This is an optimization exercise on Yosys and OpenROAD, whose aim is small area, not a production implementation. Where RTL was checked, it was by simulation tests only, not by an equivalence proof against the original. Power figures rest on the tool's default switching activity, not on a simulated workload.

Design kb_core, start of the top module:
module kb_core (
    input  wire        clk,
    input  wire        rst,             
    output wire [15:0] col,
    input  wire [5:0]  row,
    output wire        tx_push,
    output wire [63:0] tx_report,
    input  wire        tx_ok,
    input  wire        hreq_valid,
    input  wire        hreq_set,
    input  wire [1:0]  hreq_type,
    input  wire [7:0]  hreq_id,
    input  wire [3:0]  hreq_len,
    input  wire [7:0]  hreq_data,
    output reg         hresp_valid,
    output reg         hresp_err,
    output wire [63:0] hresp_report,
    output reg  [4:0]  leds,
    output reg         boot
);
    reg  [9:0] q;
    reg        scan;
    reg        first;
    wire [3:0] c   = q[7:4];
    wire [3:0] sub = q[3:0];
    assign col = (scan && !sub[3] && sub[2:1] != 2'b00) ? (16'd1 << c) : 16'd0;
    wire smp      = scan && sub == 4'd6;
    wire post_end = !scan && (first ? q == 10'd455 : q == 10'd30);
    always @(posedge clk) begin
        if (rst) begin
            q     <= 10'd1;
            scan  <= 1'b1;
            first <= 1'b1;
        end else if (post_end && !boot) begin
            q     <= 10'd1;
            scan  <= 1'b1;
            first <= 1'b0;
        end else begin
            q <= q + ((scan && sub == 4'd12 && c != 4'd15) ? 10'd5 : 10'd1);
  ...
For scale: roughly 1300 cells after synthesis, about 190 I/O pins, roughly 16000 um^2 of cells after synthesis.
Settings: LEC_CHECK=0, ABC_AREA=1, CAP_MARGIN=20, CORE_MARGIN=2, CORE_UTILIZATION=70, SLEW_MARGIN=20; clock period 10.0 ns.
standard.sh (not shown) runs the stock make flow with config.mk's settings and CLKGATE_MAP_FILE= SYNTH_SCRIPT=/design/flow/synth_recipe.tcl, a recipe that flattens the netlist after the stock synthesis.
==> flow/flow/run.sh <==
#!/bin/bash
# The standard layout (standard.sh) with three changes:
# - synthesis maps logic with an area-oriented ABC script (the same synthesis
#   script otherwise, so the registers are the standard synthesis's);
# - port buffers use the smallest buffer cell;
# - a leaner clock tree (sky130_fd_sc_hd__clkbuf_4, clusters of at most 10 sinks within 40 um,
#   no dummy loads).
# standard.sh's output goes to standard.log; ORFS keeps one log per step
# under orfs/logs.
set -euo pipefail
here=$(pwd)
rm -rf "$here/scripts"
cp -r "$FLOW_HOME/scripts" "$here/scripts"
cat > "$here/scripts/abc_area.script" <<'A'
strash
dc2
&get -n
&deepsyn -J 50
&put
dch -f
amap
topo
dnsize -c
A
export SCRIPTS_DIR="$here/scripts"
export BUFFER_PORTS_ARGS="-buffer_cell sky130_fd_sc_hd__buf_1"
export CTS_ARGS="-sink_clustering_enable -repair_clock_nets -dont_use_dummy_load -buf_list {sky130_fd_sc_hd__clkbuf_4} -sink_clustering_size 10 -sink_clustering_max_diameter 40"
bash standard.sh > standard.log 2>&1
The first run produced a clean layout.
Then changed:
--- a/flow/flow/run.sh
+++ b/flow/flow/run.sh
@@ -16,5 +16,5 @@
 dc2
 &get -n
-&deepsyn -J 50
+&deepsyn -J 200
 &put
 dch -f
Worst hold slack stays the same.
Wire length stays the same.
Via count is unchanged.
Cell count stays the same.
Design area is unchanged.
Setup slack does not change.
Die area is unchanged.
Then changed:
--- a/flow/flow/run.sh
+++ b/flow/flow/run.sh
@@ -14,7 +14,6 @@
 cat > "$here/scripts/abc_area.script" <<'A'
 strash
-dc2
 &get -n
-&deepsyn -J 200
+&deepsyn -J 50
 &put
 dch -f
--- a/flow/config.mk
+++ b/flow/config.mk
@@ -9,4 +9,4 @@
 export CAP_MARGIN = 20
 export CORE_MARGIN = 2
-export CORE_UTILIZATION = 70
+export CORE_UTILIZATION = 55
 export SLEW_MARGIN = 20
After rerunning: Register-to-register slack gets worse by 0.23 ns. Critical path depth goes up by 1. Total power is about the same. Core utilization goes down by 16 points. Hold slack gets better by 0.011 ns. Count of clock-buffer cells in the layout goes up by 1.
Then changed:
--- a/flow/flow/run.sh
+++ b/flow/flow/run.sh
@@ -14,4 +14,5 @@
 cat > "$here/scripts/abc_area.script" <<'A'
 strash
+dc2
 &get -n
 &deepsyn -J 50
=> Maximum frequency goes up by 11%; total power drops by 0.93%; final area hardly moves; sequential power stays flat; area after synthesis hardly moves; synthesized cell count is lower by about 0.46%; clock skew increases by 0.029 ns.

---

== delta ==
Another version of the RTL of kb_core (not shown whole).
For scale: about 1600 cells after synthesis, about 500 flip-flops, roughly 190 I/O pins.
export LEC_CHECK = 0
export ABC_AREA = 1
export CAP_MARGIN = 20
export CORE_MARGIN = 2
export CORE_UTILIZATION = 40
export CTS_BUF_LIST = sky130_fd_sc_hd__clkbuf_4
export SLEW_MARGIN = 20
create_clock -name core_clock -period 10.0 [get_ports {clk}]
run.sh (not shown) runs the stock make flow with config.mk's settings and CLKGATE_MAP_FILE= SYNTH_SCRIPT=/design/flow/synth_recipe.tcl, a recipe that flattens the netlist after the stock synthesis.
Stock flow here: none of the scripts above is used.
Input changes introduced in epsilon (baseline for comparison: delta):
# delta
export LEC_CHECK = 0
export ABC_AREA = 1
export CAP_MARGIN = 20
export CORE_MARGIN = 2
export CORE_UTILIZATION = 40
export CTS_BUF_LIST = sky130_fd_sc_hd__clkbuf_4
export SLEW_MARGIN = 20
create_clock -name core_clock -period 10.0 [get_ports {clk}]
# epsilon
export LEC_CHECK = 0
export ABC_AREA = 1
export CAP_MARGIN = 20
export CORE_MARGIN = 2
export CORE_UTILIZATION = 40
export SLEW_MARGIN = 20
create_clock -name core_clock -period 10.0 [get_ports {clk}]
==> comparison <==
- Taking epsilon as 1.0, delta lands at 0.939 on power.
- In epsilon the number of H-tree levels turned out 1 lower than in delta.
- [compare] base=delta new=epsilon: worst IR drop on VDD increased by 46% relative to the old numbers; global routing met3 resource utilization decreased by 0.60 points relative to the old numbers; number of antenna violations at the first check in global routing decreased by 1 relative to the old numbers; antenna cell count decreased by 1 relative to the old numbers; routed wirelength normalized by instance count increased by 3.2% relative to the old numbers.
- [compare] base=delta new=epsilon: final cell area excluding filler cells increased 0.85%, post-layout minimum cycle time -250 ps, cell count lost 109.
No run of this note included a check of the RTL's function; only the layout flow was run.

---

== run a ==
kb_core with an RTL version that a note above also has.
For scale: ~1300 cells after synthesis, about 500 flip-flops, ~190 I/O pins, about 16000 sq um of cells after synthesis.
==> flow/config.mk <==
export PLATFORM = sky130hd
export DESIGN_NAME = kb_core
export DESIGN_NICKNAME = kb_core
export VERILOG_FILES = /design/flow/design.v
export SDC_FILE = /design/flow/constraint.sdc
export NUM_CORES = 4
export LEC_CHECK = 0
export ABC_AREA = 1
export CAP_MARGIN = 20
export CORE_MARGIN = 2
export CORE_UTILIZATION = 55
export GPL_ROUTABILITY_DRIVEN = 0
export GPL_TIMING_DRIVEN = 0
export SLEW_MARGIN = 20
==> flow/constraint.sdc <==
create_clock -name core_clock -period 10.0 [get_ports {clk}]
set_input_delay 2.0000 -clock core_clock [delete_from_list [all_inputs] [get_ports {clk}]]
set_output_delay 2.0000 -clock core_clock [all_outputs]
set_load 0.01 [all_outputs]
standard.sh (not shown) runs the stock make flow with config.mk's settings and CLKGATE_MAP_FILE= SYNTH_SCRIPT=/design/flow/synth_recipe.tcl, a recipe that flattens the netlist after the stock synthesis.
==> flow/flow/run.sh <==
#!/bin/bash
# The standard layout (standard.sh) with three changes:
# - synthesis maps logic with an area-oriented ABC script (the same synthesis
#   script otherwise, so the registers are the standard synthesis's);
# - port buffers use the smallest buffer cell;
# - a leaner clock tree (sky130_fd_sc_hd__clkbuf_4, clusters of at most 10 sinks within 40 um,
#   no dummy loads).
# standard.sh's output goes to standard.log; ORFS keeps one log per step
# under orfs/logs.
set -euo pipefail
here=$(pwd)
rm -rf "$here/scripts"
cp -r "$FLOW_HOME/scripts" "$here/scripts"
cat > "$here/scripts/abc_area.script" <<'A'
strash
dc2
&get -n
&deepsyn -J 50
&put
dch -f
amap
topo
dnsize -c
A
export SCRIPTS_DIR="$here/scripts"
export BUFFER_PORTS_ARGS="-buffer_cell sky130_fd_sc_hd__buf_1"
export CTS_ARGS="-sink_clustering_enable -repair_clock_nets -dont_use_dummy_load -buf_list {sky130_fd_sc_hd__clkbuf_4} -sink_clustering_size 10 -sink_clustering_max_diameter 40"
bash standard.sh > standard.log 2>&1
--- input diff run a..run b ---
# run a
export LEC_CHECK = 0
export ABC_AREA = 1
export CAP_MARGIN = 20
export CORE_MARGIN = 2
export CORE_UTILIZATION = 55
export GPL_ROUTABILITY_DRIVEN = 0
export GPL_TIMING_DRIVEN = 0
export SLEW_MARGIN = 20
create_clock -name core_clock -period 10.0 [get_ports {clk}]
# run b
export LEC_CHECK = 0
export ABC_AREA = 1
export CAP_MARGIN = 5
export CORE_MARGIN = 2
export CORE_UTILIZATION = 70
export SLEW_MARGIN = 5
create_clock -name core_clock -period 10.0 [get_ports {clk}]
Findings:
- The design area of run b was superior to that of run a.
- Comparing run b with run a, the total power consumption of the routed design came out essentially unchanged.
- In the tables for run b and run a, clock skew reads higher with run b.
- Of run b and run a, the run reporting the higher insertion delay of the later-clocked pin in the worst-skew pair was run b.
- Between run a and run b, the flow reports number of nets in the final layout decreasing slightly.
- Min share of the cycle needed by the critical path after routing across run b and run a: run b

## static timing again, ports no longer ideal
Ports are ideal in the flow. The routed layouts listed here were re-timed in OpenROAD.
Step 1 (the two cells are an assumption about what drives the block):
set clk [get_ports {clk}]
set_driving_cell -lib_cell sky130_fd_sc_hd__clkbuf_16 $clk
set_driving_cell -lib_cell sky130_fd_sc_hd__buf_2 [delete_from_list [all_inputs] $clk]
Step 2 moves the port delays by t, midway between the first and last clock arrival at a register: inputs arrive t later, outputs are due t later. That takes back most of the time a late clock gives input paths.
Slacks: no drivers / after step 1 / after step 2; pairs: no drivers / after step 1.
| run | shift t [ns] | slack for setup (ns) | slew at the worst register clock pin (ns) | worst data-port slew with drivers (ns) | cell pins on the clock port's net |
|---|---|---|---|---|---|
| the first run of note 1 | 0.718 | 2.835 / 2.835 / 2.835 | 0.12 / 0.12 | 0.06 | 1 |
| the second run of note 1 | 0.718 | 2.835 / 2.835 / 2.835 | 0.12 / 0.12 | 0.06 | 1 |
| the third run of note 1 | 0.728 | 2.603 / 2.603 / 2.603 | 0.11 / 0.11 | 0.05 | 1 |
| the fourth run of note 1 | 0.726 | 3.315 / 3.315 / 3.315 | 0.10 / 0.10 | 0.03 | 1 |
| delta | 0.857 | 2.400 / 2.348 / 3.205 | 0.08 / 0.08 | 0.05 | 1 |
| epsilon | 0.633 | 2.646 / 2.592 / 3.225 | 0.06 / 0.06 | 0.05 | 1 |
| run a | 0.723 | 2.673 / 2.673 / 2.673 | 0.11 / 0.11 | 0.04 | 1 |
| run b | 0.720 | 2.822 / 2.822 / 2.822 | 0.12 / 0.12 | 0.06 | 1 |
After both steps every run listed still meets setup and hold.
